From an optimization exercise on the open Yosys and OpenROAD flow, aimed at small area; shortcuts taken in it are not production practice.
Only simulation tests tie the RTL to the original design; equivalence was not proved.
Power and IR drop assume default switching activity.

[flow/config.mk]
export PLATFORM = sky130hd
export DESIGN_NAME = pn532_engine
export DESIGN_NICKNAME = pn532_engine
export VERILOG_FILES = /design/flow/design.v
export SDC_FILE = /design/flow/constraint.sdc
export NUM_CORES = 4
export LEC_CHECK = 0
export CAP_MARGIN = 20
export CORE_MARGIN = 2
export CORE_UTILIZATION = 40
export SLEW_MARGIN = 20
[flow/run.sh]
#!/bin/bash
# synth_recipe.tcl (not shown) runs the flow's synth.tcl, then flattens the netlist and writes it again
# the make line also repeats each setting of config.mk as NAME=value (left out here)
make -C /OpenROAD-flow-scripts/flow DESIGN_CONFIG=/design/flow/config.mk WORK_HOME=/design/flow/orfs CLKGATE_MAP_FILE= SYNTH_SCRIPT=/design/flow/synth_recipe.tcl finish
[flow/design.v]
module pn532_engine (
    input  wire        clk,
    input  wire        rst,
    input  wire        req_valid,
    output wire        req_ready,
    input  wire [1:0]  req_op,         
    input  wire [31:0] req_timeout,    
    output reg         res_valid,
    output reg  [7:0]  res_status,
    output reg  [7:0]  res_sub,
    output reg  [2:0]  res_phase,
    output reg  [3:0]  res_len,
    output reg  [79:0] res_data,       
    output wire        xw_valid,
    output wire [7:0]  xw_data,
    output wire        xw_last,
    input  wire        xw_ready,
    input  wire        xw_done,
    input  wire        xw_fail,
    output wire        xr_req,
    output wire [7:0]  xr_len,
    input  wire        rd_valid,
    input  wire [7:0]  rd_data,
    input  wire        rd_fail,
    output wire        ck_req,
    input  wire        ck_valid,
    input  wire [31:0] ck_ms
);
    localparam [6:0]  RX_BODY_CAP = 7'd64;
    localparam [7:0]  UID_CAP     = 8'd10;
    localparam [31:0] T_ACK_MS    = 32'd50;
    localparam [31:0] T_RSP_MS    = 32'd100;
    localparam [7:0]  SAM_MODE    = 8'h01;
    localparam [7:0]  SAM_TIMEOUT = 8'h14;
    localparam [7:0]  SAM_IRQ     = 8'h01;
    localparam [1:0] OP_BEGIN = 2'd0, OP_GFV = 2'd1, OP_SAM = 2'd2, OP_RPTA = 2'd3;
    localparam [1:0] C_GFV = 2'd0, C_SAM = 2'd1, C_INLPT = 2'd2;
    localparam [2:0] PH_IDLE = 3'd0, PH_ENCODED = 3'd1, PH_TRANSMITTED = 3'd2,
                     PH_ACK_PENDING = 3'd3, PH_ACK_OK = 3'd4, PH_RSP_PENDING = 3'd5,
                     PH_DONE = 3'd6, PH_FAILED = 3'd7;
    localparam [7:0] ST_OK = 8'h00, ST_NO_TARGET = 8'h01, ST_TRANSPORT = 8'h80,
                     ST_TIMEOUT = 8'h81, ST_FRAMING = 8'h82, ST_PROTOCOL = 8'h83,
                     ST_BUFFER = 8'h84;
    localparam [7:0] SUB_WRITE_FAILED = 8'h01, SUB_READ_FAILED = 8'h02;
    localparam [7:0] SUB_ACK_MISMATCH = 8'h01, SUB_BAD_START = 8'h02, SUB_BAD_LCS = 8'h03,
                     SUB_BAD_POSTAMBLE = 8'h04, SUB_LEN_TOO_SHORT = 8'h05, SUB_BAD_TFI = 8'h06,
                     SUB_BAD_DCS = 8'h07, SUB_BAD_PAYLOAD_SHAPE = 8'h08, SUB_TARGET_COUNT = 8'h09,
                     SUB_RECORD_TRUNCATED = 8'h0A, SUB_UID_LEN_ZERO = 8'h0B, SUB_UID_PAST_END = 8'h0C;
    localparam [7:0] SUB_RX_OVERFLOW = 8'h02, SUB_UID_CAPACITY = 8'h03;
    localparam [4:0] S_IDLE     = 5'd0,
                     S_CMD      = 5'd1,    
                     S_WR       = 5'd2,    
                     S_WR_WAIT  = 5'd3,    
                     S_T0_REQ   = 5'd4,    
                     S_T0_WAIT  = 5'd5,
                     S_SMP_REQ  = 5'd6,    
                     S_SMP_WAIT = 5'd7,
                     S_CK_REQ   = 5'd8,    
                     S_CK_WAIT  = 5'd9,
                     S_ACK_REQ  = 5'd10,   
                     S_ACK_WAIT = 5'd11,
                     S_ACK_CHK  = 5'd12,
                     S_HDR_REQ  = 5'd13,   
                     S_HDR_WAIT = 5'd14,
                     S_HDR_CHK  = 5'd15,
                     S_BODY_REQ = 5'd16,   
                     S_BODY_WAIT= 5'd17,
                     S_BODY_SUM = 5'd18,   
                     S_BODY_CHK = 5'd19,
                     S_CRIT     = 5'd20;   
    function [7:0] cmd_code(input [1:0] c);
        case (c)
            C_GFV:   cmd_code = 8'h02;
            C_SAM:   cmd_code = 8'h14;
            default: cmd_code = 8'h4A;
        endcase
    endfunction
    function [3:0] payload_len(input [1:0] c);
        case (c)
            C_GFV:   payload_len = 4'd0;
            C_SAM:   payload_len = 4'd3;
            default: payload_len = 4'd2;
        endcase
    endfunction
    function [7:0] payload_byte(input [1:0] c, input [3:0] i);
        case (c)
            C_SAM:   payload_byte = (i == 4'd0) ? SAM_MODE : (i == 4'd1) ? SAM_TIMEOUT : SAM_IRQ;
            default: payload_byte = (i == 4'd0) ? 8'h01 : 8'h00;
        endcase
    endfunction
    function [7:0] frame_byte(input [1:0] c, input [3:0] idx);
        reg [3:0] n;
        reg [7:0] len, dsum;
        integer k;
        begin
            n    = payload_len(c);
            len  = {4'd0, n} + 8'd2;
            dsum = 8'hD4 + cmd_code(c);
            for (k = 0; k < 3; k = k + 1)
                if (k < n) dsum = dsum + payload_byte(c, k[3:0]);
            if (idx == 4'd0)            frame_byte = 8'h00;
            else if (idx == 4'd1)       frame_byte = 8'h00;
            else if (idx == 4'd2)       frame_byte = 8'hFF;
            else if (idx == 4'd3)       frame_byte = len;
            else if (idx == 4'd4)       frame_byte = 8'h00 - len;
            else if (idx == 4'd5)       frame_byte = 8'hD4;
            else if (idx == 4'd6)       frame_byte = cmd_code(c);
            else if (idx < 4'd7 + n)    frame_byte = payload_byte(c, idx - 4'd7);
            else if (idx == 4'd7 + n)   frame_byte = 8'h00 - dsum;
            else                        frame_byte = 8'h00;
        end
    endfunction
    reg [4:0]  state;
    reg [2:0]  phase;
    reg [1:0]  cur_op;
    reg [1:0]  cmd;            
    reg [31:0] rsp_tmo;        
    reg        poll_rsp;       
    reg [31:0] poll_t0;
    reg [31:0] poll_tmo;
    reg [7:0]  poll_last;
    reg [3:0]  wr_idx;
    reg [6:0]  rd_cnt;         
    reg [6:0]  rd_len;         
    reg [7:0]  ackbuf [0:6];
    reg [7:0]  hdrbuf [0:5];
    reg [7:0]  rxbuf  [0:63];
    reg [7:0]  plen;           
    reg [5:0]  sum_idx;
    reg [7:0]  sum;
    integer i;
    assign req_ready = (state == S_IDLE);
    assign xw_valid  = (state == S_WR);
    assign xw_data   = frame_byte(cmd, wr_idx);
    assign xw_last   = (wr_idx == payload_len(cmd) + 4'd8);
    assign xr_req    = (state == S_SMP_REQ) || (state == S_ACK_REQ) ||
                       (state == S_HDR_REQ) || (state == S_BODY_REQ);
    assign xr_len    = (state == S_ACK_REQ)  ? 8'd7 :
                       (state == S_HDR_REQ)  ? 8'd6 :
                       (state == S_BODY_REQ) ? {1'b0, rd_len} : 8'd1;
    assign ck_req    = (state == S_T0_REQ) || (state == S_CK_REQ);
    wire [7:0] body_postamble = rxbuf[plen[5:0] + 6'd1];
    wire [7:0] body_dcs       = rxbuf[plen[5:0]];
    wire [7:0] uid_len        = rxbuf[7];
    task finish(input [7:0] st, input [7:0] sub, input [2:0] ph,
                input [3:0] len, input [79:0] data);
        begin
            res_valid  <= 1'b1;
            res_status <= st;
            res_sub    <= sub;
            res_phase  <= ph;
            res_len    <= len;
            res_data   <= data;
            phase      <= PH_IDLE;
            state      <= S_IDLE;
        end
    endtask
    task fail(input [7:0] st, input [7:0] sub, input [3:0] len, input [79:0] data);
        finish(st, sub, phase, len, data);
    endtask
    reg [79:0] uid_data;
    always @(*) begin
        uid_data = 80'd0;
        for (i = 0; i < 10; i = i + 1)
            if (i < uid_len) uid_data[8*i +: 8] = rxbuf[8 + i];
    end
    always @(posedge clk) begin
        res_valid <= 1'b0;
        if (rst) begin
            state     <= S_IDLE;
            phase     <= PH_IDLE;
        end else begin
            case (state)
            S_IDLE: begin
                if (req_valid) begin
                    cur_op  <= req_op;
                    rsp_tmo <= (req_op == OP_RPTA) ? req_timeout : T_RSP_MS;
                    cmd     <= (req_op == OP_SAM) ? C_SAM :
                               (req_op == OP_RPTA) ? C_INLPT : C_GFV;
                    state   <= S_CMD;
                end
            end
            S_CMD: begin
                phase  <= PH_ENCODED;
                wr_idx <= 4'd0;
                state  <= S_WR;
            end
            S_WR: begin
                if (xw_ready) begin
                    if (xw_last) state <= S_WR_WAIT;
                    else         wr_idx <= wr_idx + 4'd1;
                end
            end
            S_WR_WAIT: begin
                if (xw_done) begin
                    if (xw_fail) fail(ST_TRANSPORT, SUB_WRITE_FAILED, 4'd0, 80'd0);
                    else begin
                        phase    <= PH_ACK_PENDING;    
                        poll_rsp <= 1'b0;
                        poll_tmo <= T_ACK_MS;
                        state    <= S_T0_REQ;
                    end
                end
            end
            S_T0_REQ:  state <= S_T0_WAIT;
            S_T0_WAIT: begin
                if (ck_valid) begin
                    poll_t0 <= ck_ms;
                    state   <= S_SMP_REQ;
                end
            end
            S_SMP_REQ: state <= S_SMP_WAIT;
            S_SMP_WAIT: begin
                if (rd_fail) fail(ST_TRANSPORT, SUB_READ_FAILED, 4'd0, 80'd0);
                else if (rd_valid) begin
                    poll_last <= rd_data;
                    if (rd_data == 8'h01) state <= poll_rsp ? S_HDR_REQ : S_ACK_REQ;
                    else                  state <= S_CK_REQ;
                end
            end
            S_CK_REQ:  state <= S_CK_WAIT;
            S_CK_WAIT: begin
                if (ck_valid) begin
                    if (ck_ms - poll_t0 >= poll_tmo)
                        fail(ST_TIMEOUT, 8'h00, 4'd1, {72'd0, poll_last});
                    else
                        state <= S_SMP_REQ;
                end
            end
            S_ACK_REQ: begin
                rd_cnt <= 7'd0;
                state  <= S_ACK_WAIT;
            end
            S_ACK_WAIT: begin
                if (rd_fail) fail(ST_TRANSPORT, SUB_READ_FAILED, 4'd0, 80'd0);
                else if (rd_valid) begin
                    ackbuf[rd_cnt[2:0]] <= rd_data;
                    rd_cnt <= rd_cnt + 7'd1;
                    if (rd_cnt == 7'd6) state <= S_ACK_CHK;
                end
            end
            S_ACK_CHK: begin
                if (ackbuf[1] != 8'h00 || ackbuf[2] != 8'h00 || ackbuf[3] != 8'hFF ||
                    ackbuf[4] != 8'h00 || ackbuf[5] != 8'hFF || ackbuf[6] != 8'h00)
                    fail(ST_FRAMING, SUB_ACK_MISMATCH, 4'd6,
                         {32'd0, ackbuf[6], ackbuf[5], ackbuf[4], ackbuf[3], ackbuf[2], ackbuf[1]});
                else begin
                    phase    <= PH_RSP_PENDING;    
                    poll_rsp <= 1'b1;
                    poll_tmo <= rsp_tmo;
                    state    <= S_T0_REQ;
                end
            end
            S_HDR_REQ: begin
                rd_cnt <= 7'd0;
                state  <= S_HDR_WAIT;
            end
            S_HDR_WAIT: begin
                if (rd_fail) fail(ST_TRANSPORT, SUB_READ_FAILED, 4'd0, 80'd0);
                else if (rd_valid) begin
                    hdrbuf[rd_cnt[2:0]] <= rd_data;
                    rd_cnt <= rd_cnt + 7'd1;
                    if (rd_cnt == 7'd5) state <= S_HDR_CHK;
                end
            end
            S_HDR_CHK: begin
                if (hdrbuf[1] != 8'h00 || hdrbuf[2] != 8'h00 || hdrbuf[3] != 8'hFF)
                    fail(ST_FRAMING, SUB_BAD_START, 4'd3, {56'd0, hdrbuf[3], hdrbuf[2], hdrbuf[1]});
                else if (hdrbuf[4] + hdrbuf[5] != 8'h00)
                    fail(ST_FRAMING, SUB_BAD_LCS, 4'd2, {64'd0, hdrbuf[5], hdrbuf[4]});
                else if ({1'b0, hdrbuf[4]} + 9'd2 > {2'b00, RX_BODY_CAP})
                    fail(ST_BUFFER, SUB_RX_OVERFLOW, 4'd1, {72'd0, hdrbuf[4]});
                else begin
                    plen   <= hdrbuf[4];
                    rd_len <= hdrbuf[4][6:0] + 7'd2;
                    state  <= S_BODY_REQ;
                end
            end
            S_BODY_REQ: begin
                rd_cnt <= 7'd0;
                state  <= S_BODY_WAIT;
            end
            S_BODY_WAIT: begin
                if (rd_fail) fail(ST_TRANSPORT, SUB_READ_FAILED, 4'd0, 80'd0);
                else if (rd_valid) begin
                    rxbuf[rd_cnt[5:0]] <= rd_data;
                    rd_cnt <= rd_cnt + 7'd1;
                    if (rd_cnt == rd_len - 7'd1) begin
                        sum     <= 8'd0;
                        sum_idx <= 6'd0;
                        state   <= S_BODY_SUM;
                    end
                end
            end
            S_BODY_SUM: begin
                if ({2'b00, sum_idx} >= plen) state <= S_BODY_CHK;
                else begin
                    sum     <= sum + rxbuf[sum_idx];
                    sum_idx <= sum_idx + 6'd1;
                end
            end
            S_BODY_CHK: begin
                if (body_postamble != 8'h00)
                    fail(ST_FRAMING, SUB_BAD_POSTAMBLE, 4'd1, {72'd0, body_postamble});
                else if (plen < 8'd2)
                    fail(ST_FRAMING, SUB_LEN_TOO_SHORT, 4'd1, {72'd0, plen});
                else if (rxbuf[0] != 8'hD5)
                    fail(ST_FRAMING, SUB_BAD_TFI, 4'd1, {72'd0, rxbuf[0]});
                else if (sum + body_dcs != 8'h00)
                    fail(ST_FRAMING, SUB_BAD_DCS, 4'd1, {72'd0, body_dcs});
                else if (rxbuf[1] != cmd_code(cmd) + 8'd1)
                    fail(ST_PROTOCOL, 8'h00, 4'd1, {72'd0, rxbuf[1]});
                else
                    state <= S_CRIT;
            end
            S_CRIT: begin
                case (cmd)
                C_GFV: begin
                    if (plen != 8'd6)
                        fail(ST_FRAMING, SUB_BAD_PAYLOAD_SHAPE, 4'd1, {72'd0, plen});
                    else if (cur_op == OP_BEGIN) begin
                        phase <= PH_IDLE;
                        cmd   <= C_SAM;
                        state <= S_CMD;
                    end else
                        finish(ST_OK, 8'h00, PH_IDLE, 4'd4,
                               {48'd0, rxbuf[5], rxbuf[4], rxbuf[3], rxbuf[2]});
                end
                C_SAM:
                    finish(ST_OK, 8'h00, PH_IDLE, 4'd0, 80'd0);
                default: begin    
                    if (plen < 8'd3)
                        fail(ST_FRAMING, SUB_RECORD_TRUNCATED, 4'd1, {72'd0, plen});
                    else if (rxbuf[2] == 8'h00)
                        finish(ST_NO_TARGET, 8'h00, PH_IDLE, 4'd0, 80'd0);
                    else if (rxbuf[2] > 8'h01)
                        fail(ST_FRAMING, SUB_TARGET_COUNT, 4'd1, {72'd0, rxbuf[2]});
                    else if (plen < 8'd8)
                        fail(ST_FRAMING, SUB_RECORD_TRUNCATED, 4'd1, {72'd0, plen});
                    else if (uid_len == 8'h00)
                        fail(ST_FRAMING, SUB_UID_LEN_ZERO, 4'd0, 80'd0);
                    else if ({1'b0, uid_len} + 9'd8 > {1'b0, plen})
                        fail(ST_FRAMING, SUB_UID_PAST_END, 4'd1, {72'd0, uid_len});
                    else if (uid_len > UID_CAP)
                        fail(ST_BUFFER, SUB_UID_CAPACITY, 4'd1, {72'd0, uid_len});
                    else
                        finish(ST_OK, 8'h00, PH_IDLE, uid_len[3:0], uid_data);
                end
                endcase
            end
            default: state <= S_IDLE;
            endcase
        end
    end
endmodule
[flow/constraint.sdc]
create_clock -name core_clock -period 10.0 [get_ports {clk}]
set_input_delay 2.0000 -clock core_clock [delete_from_list [all_inputs] [get_ports {clk}]]
set_output_delay 2.0000 -clock core_clock [all_outputs]
set_load 0.01 [all_outputs]
==> results by group <==
Synth
  – Cell taking the most area after synthesis: edfxtp_1
  – Yosys top cell area share: 0.534
  – Synth Register Bits: 864
  – Area contributors post-synth: edfxtp_1 53%, mux4_2 22%, ha_1 3.2%
  – Number of synthesized flops with an enable pin: 843
  – Synthesized area per cell: 15.1 um^2
  – Post-synth ARST share: 0
  – Ys flop type: edfxtp_1
  – Synth unique cells: 86
  – Mapped cell area: 47400 um^2
  – Warnings from Yosys: 1
  – Post-synthesis sequential area ratio: 0.543
  – Post-Syn Instances: 3138

Layout
  – Layout cells sized above 1: 0.224
  – Most common cell after layout, fill and taps aside: edfxtp_1
  – Most frequent cells in the layout: 843 x edfxtp_1, 459 x mux4_2, 190 x clkdlybuf4s50_1
  – Footprint of the multi-input gates: 20500 um^2
  – # nets final: 3530
  – Seq. cell area: 25800 um^2
  – Filler cells: 10203
  – Area growth, synth to finish: 15.3%

Clocking
  – CTS HTree Levels: 3
  – Resized cells post-CTS: 0
  – Hold_buf cts: 0
  – # clock sinks: 864
  – CTS root buf: clkbuf_16
  – Clk Latency, worst-skew pair: 0.71 ns
  – Max Buffers Root-to-Sink: 3
  – CTS tree: done
  – Post-CTS Setup Bufs: 0
  – Clk pin slew, worst setup/hold paths: 0.06 ns
  – Total CTS buffers: 98

STA
  – Worst setup margin: 1.94 ns
  – RSZ-0062 raised after global routing: no
  – Final Hold Fails: 0
  – Tcrit/Tclk final: 0.806
  – Aggregate negative setup slack: 0 ns
  – Final setup fails: 0
  – Slew Viols, Final: 0
  – Fmax: 0.124 GHz
  – Least-Margin Pin Slew: 1.15 ns
  – Tmin final: 8.06 ns
  – Skew final: 0.0339 ns
  – Slew headroom: 0.234

GRT
  – Overflow after GRT: 0
  – First-pass GRT wire length: 219000 um
  – Vias in the first global route: 30773
  – Largest net degree at the start of global routing: 118
  – All-layer global routing usage: 0.248
  – Initial antenna violation count: 6

Critical path
  – Crit path max fanout: 29
  – Crit path capture type: flop
  – WS Path Type: in2reg
  – Crit path max-delay family: compound AO/OA/AOI/OAI gates
  – Slowest stage cell, crit path: o311ai_0
  – Worst Path Arrival: 8.40 ns
  – Max stage delay on crit path: 0.62 ns
  – Crit path top cell by count: inv_1
  – WP buf/inv: 5
  – CP Data Required Time: 10.34 ns
  – CP startpoint kind: input port

Floorplanning
  – Row Count: 126
  – Height of the die: 348 um
  – Die ar.: 121000 um^2
  – Die width: 348 um
  – # IOs: 208
  – Core footprint: 118000 um^2
  – Initial core utilization: 0.403

Power and ir drop
  – Pwr/cell area: 156 nW/um^2
  – Tot Pwr: 8.55 mW
  – Leakage Power: 18.6 nW
  – Peak supply drop: 0.115 mV

Route
  – Detailed Routing Iterations Pass 1: 8
  – 1st-iter DRT viols: 4256
  – Via density: 6.37
  – Routed Antenna Nets: 0
  – Via count: 31442
  – Routed length per instance: 30.9 um
  – DR DRC count: 0
  – WL final: 152000 um

Placement
  – Final GP Congestion: 0.944
  – Port Buffers: 198
  – DP HPWL: 103000 um
  – DP Worst Slack: 1.25 ns

Min path
  – Hold Path Class: reg2reg

Job
  – MaxCap Viol Count: 0

Outcome
  – Outcome: finished clean
-- final timing paths --
kind / slack (ns) / endpoint / depth (start not counted) / start
min reg2reg: 0.48 / phase[1] / 2 / phase[1]
max: 1.94 / res_data[76] / 25 / ck_ms[0]
min: 0.48 / phase[1] / 2 / phase[1]
max reg2reg: 2.80 / res_data[76] / 15 / flop
-- worst min-delay path: stages (launching register included) --
cell     delay, ns
dfxtp_1       0.30
o21ai_0       0.06
a21oi_1       0.06
-- per-stage QoR --
stage                     utilization  instances  instance area [um^2]  hold WS, ns
after global routing            0.464       4933                 54700        0.486
after CTS                       0.464       4929                 54600        0.480
after floorplan                     -       3146                 47500        0.449
after global placement          0.435       4755                 51300        0.464
after detailed placement        0.435       4755                 51300        0.472
final                           0.464       4937                 54700        0.479
-- flip-flops by register name, indices dropped and copies added, names as in the netlist, 7 cells and up, named ones only --
register   count
sum            8
ackbuf        48
plen           8
rxbuf        512
rsp_tmo       32
poll_tmo      32
poll_t0       32
hdrbuf        40
res_data      80
rd_cnt         7
poll_last      8
-- power by group --
group          internal, mW  switching [mW]
Clock                  2.28            1.52
Sequential             4.04          0.0388
Combinational         0.263           0.409
-- cell type report --
type,instances,share of cell area
Antenna cell,6,0.000275
Clock buffer,119,0.0478
Clock inverter,55,0.0136
Inverter,130,0.00892
Multi-Input combinational cell,1952,0.375
Sequential cell,864,0.471
Tap cell,1536,0.0351
Timing Repair Buffer,275,0.0480
-- metal layers --
metal / global-route usage / up-vias / routed length [um]
li1: - / 13140 / -
met5: 0 / - / 16
met2: 0.387 / 1811 / 70800
met3: 0.0531 / 325 / 14500
met1: 0.336 / 16162 / 60100
met4: 0.110 / 4 / 6980
-- cell usage after synthesis (all sizes together), types with 55 or more instances --
| cell type | count |
|---|---|
| edfxtp | 843 |
| mux4 | 465 |
| nor2 | 196 |
| nand2 | 145 |
| inv | 128 |
| ha | 122 |
| clkbuf | 115 |
| a21oi | 111 |
| o21ai | 107 |
| buf | 85 |
| and2 | 83 |
| xnor2 | 55 |
-- cell families after synthesis --
kind of cell               after synthesis  synth area share
AOI/OAI and AO/OA                      509            0.0721
adders and majority gates              126            0.0339
xor gates and xnor gates                81            0.0150
muxes                                  519             0.234
buffers and inverters                  330            0.0279
and+or+nand+nor                        708            0.0750
other                                    1         0.0000791
DFF                                    864             0.543

-- re-timing with driven ports --
No port has a modelled driver above. Below, the same layout with a new extraction and two added sets of constraints.
Step 1, drivers: a clkbuf_16 drives clk and a buf_2 each remaining input, both assumed.
Step 2 moves the port delays by t, midway between the first and last clock arrival at a register: inputs arrive t later, outputs are due t later. That takes back most of the time a late clock gives input paths.
Three values: ideal ports, drivers, drivers and shift; two values: the first two.
shift t [ns]: 0.766
setup WS [ns]: 1.941 / 1.990 / 1.225
hold slack, ns: 0.479 / 0.479 / 0.479
worst slew at a driven data input, ns: 0.09
After both steps setup and hold are still met in this run. For this run, drivers alone change the setup slack by +0.049 ns; drivers and shift together by -0.716 ns.
